What follows belongs to an exercise in optimizing a design on an open flow for small area; a production flow would make more cautious choices.
Function was checked by simulation only, so behaviour that the tests miss may differ from the original.
The clock port is modelled as an ideal driver; clocking choices that lean on that would not hold on a real chip.
Power is estimated from default activity; no workload was simulated.

Setup of run 1:
Design kbot_can_engine, start of the top module:
module kbot_can_engine (
    input  wire        clk,
    input  wire        rst,
    input  wire        cmd_valid,
    output wire        cmd_ready,
    input  wire [3:0]  cmd_op,
    input  wire [7:0]  cmd_arg,
    input  wire [28:0] cmd_id,
    input  wire [3:0]  cmd_len,
    input  wire [63:0] cmd_data,
    input  wire [15:0] cmd_fault,
    input  wire [31:0] cmd_timeout,
    input  wire        cmd_tdef,
    output reg         cpl_valid,
    output reg  [2:0]  cpl_code,
    output wire [63:0] cpl_res,
    output wire        open_valid,
    input  wire        open_ready,
    input  wire        open_err,
    output wire        tx_valid,
    output wire [28:0] tx_id,
    output wire [63:0] tx_data,
    input  wire        tx_ready,
    input  wire        tx_err,
    output wire        rx_valid,
    output wire [9:0]  rx_wait,
    input  wire        rx_ready,
    input  wire [1:0]  rx_kind,
    input  wire [28:0] rx_id,
    input  wire        rx_ide,
    input  wire [3:0]  rx_len,
    input  wire [63:0] rx_data,
    input  wire        tick,
    output wire        done_valid,
    output wire [2:0]  done_code,
    output wire [63:0] done_st,
    output wire        done_pw_valid,
    output wire [63:0] done_pw,
    output wire        done_dis_failed,
    output wire        sink_valid,
    output wire        sink_st_valid,
    output wire [63:0] sink_st,
    output wire        sink_pw_valid,
    output wire [63:0] sink_pw
);
clock: 10.0 ns
lec_check: 0
cap_margin: 20
core_area: 5 5 255 255
die_area: 0 0 260 260
slew_margin: 20
standard.sh (not shown) runs the stock make flow with config.mk's settings and CLKGATE_MAP_FILE= SYNTH_SCRIPT=/design/flow/synth_recipe.tcl, a recipe that flattens the netlist after the stock synthesis.
==> flow/flow/run.sh <==
#!/bin/bash
# The standard layout (standard.sh) with these changes:
#  - synthesis is the standard one, except that ABC maps the logic with an
#    area-oriented script (flow/abc_area.script) instead of abc_speed.script;
#  - every port is buffered by the smallest buffer (sky130_fd_sc_hd__buf_1);
#  - neighbouring constant outputs share tie cells (flow/share_ties.tcl);
#  - the clock tree is built from clkbuf_8 without dummy loads, and then each
#    leaf buffer is sized to the smallest clkbuf that keeps its flip-flops'
#    clock slew under 105 ps (flow/size_clock.tcl).
# Each step's full output goes to a log file here (synth.log, standard.log)
# and ORFS's own logs under orfs/logs/.
set -euo pipefail
export BUFFER_PORTS_ARGS="-buffer_cell sky130_fd_sc_hd__buf_1"
export CTS_ARGS="-sink_clustering_enable -repair_clock_nets -sink_clustering_size 8 -buf_list sky130_fd_sc_hd__clkbuf_8 -dont_use_dummy_load"
export PRE_GLOBAL_PLACE_TCL="$PWD/flow/share_ties.tcl"
export SHARE_TIES_GAP_UM=40 SHARE_TIES_GROUP=24
export POST_CTS_TCL="$PWD/flow/size_clock.tcl"
export CLOCK_LEAF_SLEW_PS=105
rm -rf scripts_area
cp -r "$FLOW_HOME/scripts" scripts_area
cp flow/abc_area.script scripts_area/abc_speed.script
SCRIPTS_DIR="$PWD/scripts_area" bash standard.sh synth > synth.log 2>&1
bash standard.sh finish > standard.log 2>&1
==> flow/flow/share_ties.tcl <==
# PRE GLOBAL_PLACE hook: after the pins are placed, let one tie cell drive a
# run of neighbouring constant output ports of the same value, instead of
# one tie cell per port. Only ties whose net drives nothing but one port
# are merged. The yosys buffers between ties and ports are removed first,
# as global placement does next anyway.
remove_buffers
set block [ord::get_db_block]
set die [$block getDieArea]
set W [expr {[$die xMax] - [$die xMin]}]
set H [expr {[$die yMax] - [$die yMin]}]
set max_gap [expr {int([env_var_or_empty SHARE_TIES_GAP_UM] eq "" ? 20 : [env_var_or_empty SHARE_TIES_GAP_UM]) * [$block getDbUnitsPerMicron]}]
set max_group [expr {[env_var_or_empty SHARE_TIES_GROUP] eq "" ? 8 : [env_var_or_empty SHARE_TIES_GROUP]}]

# position of a point along the die's edge, counter-clockwise from (0, 0)
proc edge_pos { x y W H } {
  if { $y == 0 } { return $x }
  if { $x == $W } { return [expr {$W + $y}] }
  if { $y == $H } { return [expr {$W + $H + ($W - $x)}] }
  return [expr {2 * $W + $H + ($H - $y)}]
}

set cand(HI) {}
set cand(LO) {}
foreach inst [$block getInsts] {
  if { [[$inst getMaster] getName] ne "sky130_fd_sc_hd__conb_1" } { continue }
  set used {}
  foreach port {HI LO} {
    set it [$inst findITerm $port]
    set net [$it getNet]
    if { $net ne "NULL" } { lappend used [list $port $net] }
  }
  if { [llength $used] != 1 } { continue }
  lassign [lindex $used 0] port net
  if { [llength [$net getITerms]] != 1 } { continue }
  set bterms [$net getBTerms]
  if { [llength $bterms] != 1 } { continue }
  set bt [lindex $bterms 0]
  set bpin [lindex [$bt getBPins] 0]
  set box [$bpin getBBox]
  set x [expr {([$box xMin] + [$box xMax]) / 2}]
  set y [expr {([$box yMin] + [$box yMax]) / 2}]
  # snap to the edge the pin sits on
  if { [$box xMin] <= 0 } { set x 0 } elseif { [$box xMax] >= $W } { set x $W }
  if { [$box yMin] <= 0 } { set y 0 } elseif { [$box yMax] >= $H } { set y $H }
  lappend cand($port) [list [edge_pos $x $y $W $H] $inst $net $bt]
}

puts "cand HI [llength $cand(HI)] LO [llength $cand(LO)] gap $max_gap group $max_group"
set removed 0
foreach port {HI LO} {
  set lst [lsort -integer -index 0 $cand($port)]
  set keep ""
  set last -1
  set n 0
  foreach c $lst {
    lassign $c pos inst net bt
    if { $keep ne "" && $pos - $last <= $max_gap && $n < $max_group } {
      $bt disconnect
      $bt connect $keep
      odb::dbInst_destroy $inst
      odb::dbNet_destroy $net
      incr removed
      incr n
    } else {
      set keep $net
      set n 1
    }
    set last $pos
  }
}
puts "share_ties: removed $removed tie cells"
==> flow/flow/size_clock.tcl <==
set target_ps 95
if { [info exists ::env(CLOCK_LEAF_SLEW_PS)] } { set target_ps $::env(CLOCK_LEAF_SLEW_PS) }
set target [expr {$target_ps * 1e-3}]
set sizes {sky130_fd_sc_hd__clkbuf_4 sky130_fd_sc_hd__clkbuf_8 sky130_fd_sc_hd__clkbuf_16}
estimate_parasitics -placement

proc leaf_loads { inst } {
  set out [get_pins -of_objects $inst -filter "direction==output"]
  set net [get_nets -of_objects $out]
  return [get_pins -of_objects $net -filter "direction==input"]
}
proc worst_slew { pins } {
  set mx 0
  foreach p $pins {
    set s [get_property $p slew_max]
    if { $s > $mx } { set mx $s }
  }
  return $mx
}
proc is_leaf { inst } {
  foreach p [leaf_loads $inst] {
    set ref [get_property [get_cells -of_objects $p] ref_name]
    if { [string match "*df*" $ref] } { return 1 }
  }
  return 0
}

if { [info exists ::env(CLOCK_ROOT_CELL)] } {
  foreach inst [get_cells -quiet clkbuf_0_*] { replace_cell $inst $::env(CLOCK_ROOT_CELL) }
}
set leaves {}
foreach inst [get_cells -quiet clkbuf_*] {
  if { [string match "sky130_fd_sc_hd__clkbuf_*" [get_property $inst ref_name]] && [is_leaf $inst] } {
    lappend leaves $inst
  }
}
# two passes: sizes of the other leaves change the tree's upper levels a little
for { set pass 0 } { $pass < 2 } { incr pass } {
  foreach inst $leaves {
    set loads [leaf_loads $inst]
    set start [expr {$pass == 0 ? 0 : [lsearch $sizes [get_property $inst ref_name]]}]
    foreach master [lrange $sizes $start end] {
      if { [get_property $inst ref_name] ne $master } { replace_cell $inst $master }
      if { [worst_slew $loads] <= $target } { break }
    }
  }
}
foreach inst $leaves {
  puts "size_clock: [get_name $inst] [get_property $inst ref_name] fanout [llength [leaf_loads $inst]] slew [format %.1f [expr {[worst_slew [leaf_loads $inst]] * 1e3}]] ps"
}
set area 0
foreach inst [get_cells -quiet clkbuf_*] { set area [expr {$area + [get_property [get_lib_cells -of_objects $inst] area]}] }
puts "size_clock: clock buffer area $area"
detailed_placement
check_placement
Other scripts of this flow, unchanged in this note and not shown: flow/flow/abc_area.script
What run 2 does differently from run 1 at the input level:
- changing CORE_AREA from 5 5 255 255 to 55 55 205 205
--- a/flow/flow/run.sh
+++ b/flow/flow/run.sh
@@ -9 +9 @@
-#    clock slew under 105 ps (flow/size_clock.tcl).
+#    clock slew under 112 ps (flow/size_clock.tcl).
@@ -16 +16 @@
-export SHARE_TIES_GAP_UM=40 SHARE_TIES_GROUP=24
+export SHARE_TIES_GAP_UM=60 SHARE_TIES_GROUP=32
@@ -18 +18 @@
-export CLOCK_LEAF_SLEW_PS=105
+export CLOCK_LEAF_SLEW_PS=112
Notes after the runs:
From run 2 to run 1, max-capacitance violation count did not move at all. Sort run 1 and run 2 by final non-filler cell area, descending, and run 1 comes first. Lower total power among run 1 and run 2: run 2. Average routed wire per standard cell was lower in run 1 than in run 2. Instance area after placement in run 2 is 6.7% below run 1.
The following lists how run 3 was set up differently from run 2:
- a change of CORE_AREA from 55 55 205 205 to 5 5 255 255
Run 3 finished all stages; the layout is clean.
Compared with run 2, run 3 shows a tap cell count that is 200% higher.
met4 as the top layer used by detailed routing was reported by run 3, and met5 by run 2.
The lower combinational fraction of design power of run 2 and run 3 is in run 3.
Summary of run 3 over run 2: post-synthesis to final-layout area growth increased 7.9 points; final cell count without fillers rose 539; internal cell power shows an increase of 2.4%.
Setup changes, run 3 to run 4
- setting PLACE_DENSITY to 0.35 for the first time
## What came out
The first-pass GRT wire length in run 4 sits 1500 um below the value recorded for run 3. Run 4 completed; timing, DRC and antenna clean. Critical path depth: run 4 vs run 3 identical. Diff run 3 -> run 4: average detailed-routed wire length per instance decreased by 5.0% relative to the old numbers; cell area comparable; number of DRC violations after detailed-routing iteration 0 saw a decrease; total wire length after detailed routing saw a decrease. On cell count, run 4 and run 3 are neck and neck. Clock transition time at the flip-flop clock pins of the worst setup and hold paths: run 3 vs run 4, no meaningful difference.
For run 5, these inputs were changed with respect to run 4:
- CORE_AREA: 5 5 255 255 -> 40 40 220 220
- PLACE_DENSITY: 0.35 -> unset
- Looking at the reports, run 5 completed the entire flow and the layout it produced met the timing, design-rule and antenna checks.
- Diff run 4 -> run 5: number of instances in the placed design -21%, met2 track demand over resource increased 7.0 points.
- When run 5 is measured against run 4, its fraction of layout instances using a drive strength above 1 turns out 0.58 points lower.
- Relative to run 4, synthesis-to-layout area growth has gone down in run 5.
Inputs modified between run 5 and run 6:
- CORE_AREA: 40 40 220 220 -> 65 65 195 195
--- outcome ---
Run 6 vs run 5, power in the clock group went down by about 10%. Diff run 5 -> run 6 | share of the cycle needed by the critical path after routing | decrease of 0.81 points. Changes observed in run 6 relative to run 5: routed wire length moved up, distinct cell type count of the synthesized netlist level. The reg2reg setup slack in run 6 was higher than what run 5 gave. Comparing run 5 and run 6, the lower worst setup margin was measured on run 5. For static leakage power, run 6 and run 5 come out practically identical.

-- port drivers added, routing unchanged --
Ports are ideal in the flow. The routed layouts listed here were re-timed in OpenROAD. Step 1: set_driving_cell puts a clkbuf_16 on clk and a buf_2 on each other input, an assumption about the parent block. Step 2 times the ports against the registers' clock, not the clock port: input delays grow and output delays shrink by t, the midpoint of the rising clock arrivals with the driver on. Three values: ideal ports, drivers, drivers and shift; two values: the first two.
run | t (ns) | slack for setup (ns) | latest minus earliest clock arrival (ns) | worst data-port slew with drivers (ns) | pins driven straight from the clock port
run 1 | 0.560 | 2.566 / 2.575 / 2.015 | 0.035 / 0.035 | 0.12 | 1
run 2 | 0.470 | 2.591 / 2.535 / 2.065 | 0.027 / 0.027 | 0.14 | 1
run 3 | 0.562 | 2.571 / 2.579 / 2.017 | 0.032 / 0.032 | 0.11 | 1
run 4 | 0.558 | 2.583 / 2.605 / 2.046 | 0.032 / 0.031 | 0.10 | 1
run 5 | 0.493 | 2.514 / 2.489 / 1.996 | 0.027 / 0.028 | 0.09 | 1
run 6 | 0.475 | 2.596 / 2.567 / 2.092 | 0.035 / 0.036 | 0.16 | 1
After both steps setup and hold are still met in every run listed. For run 3, which loses most, drivers alone change the setup slack by +0.008 ns; drivers and shift together by -0.554 ns.
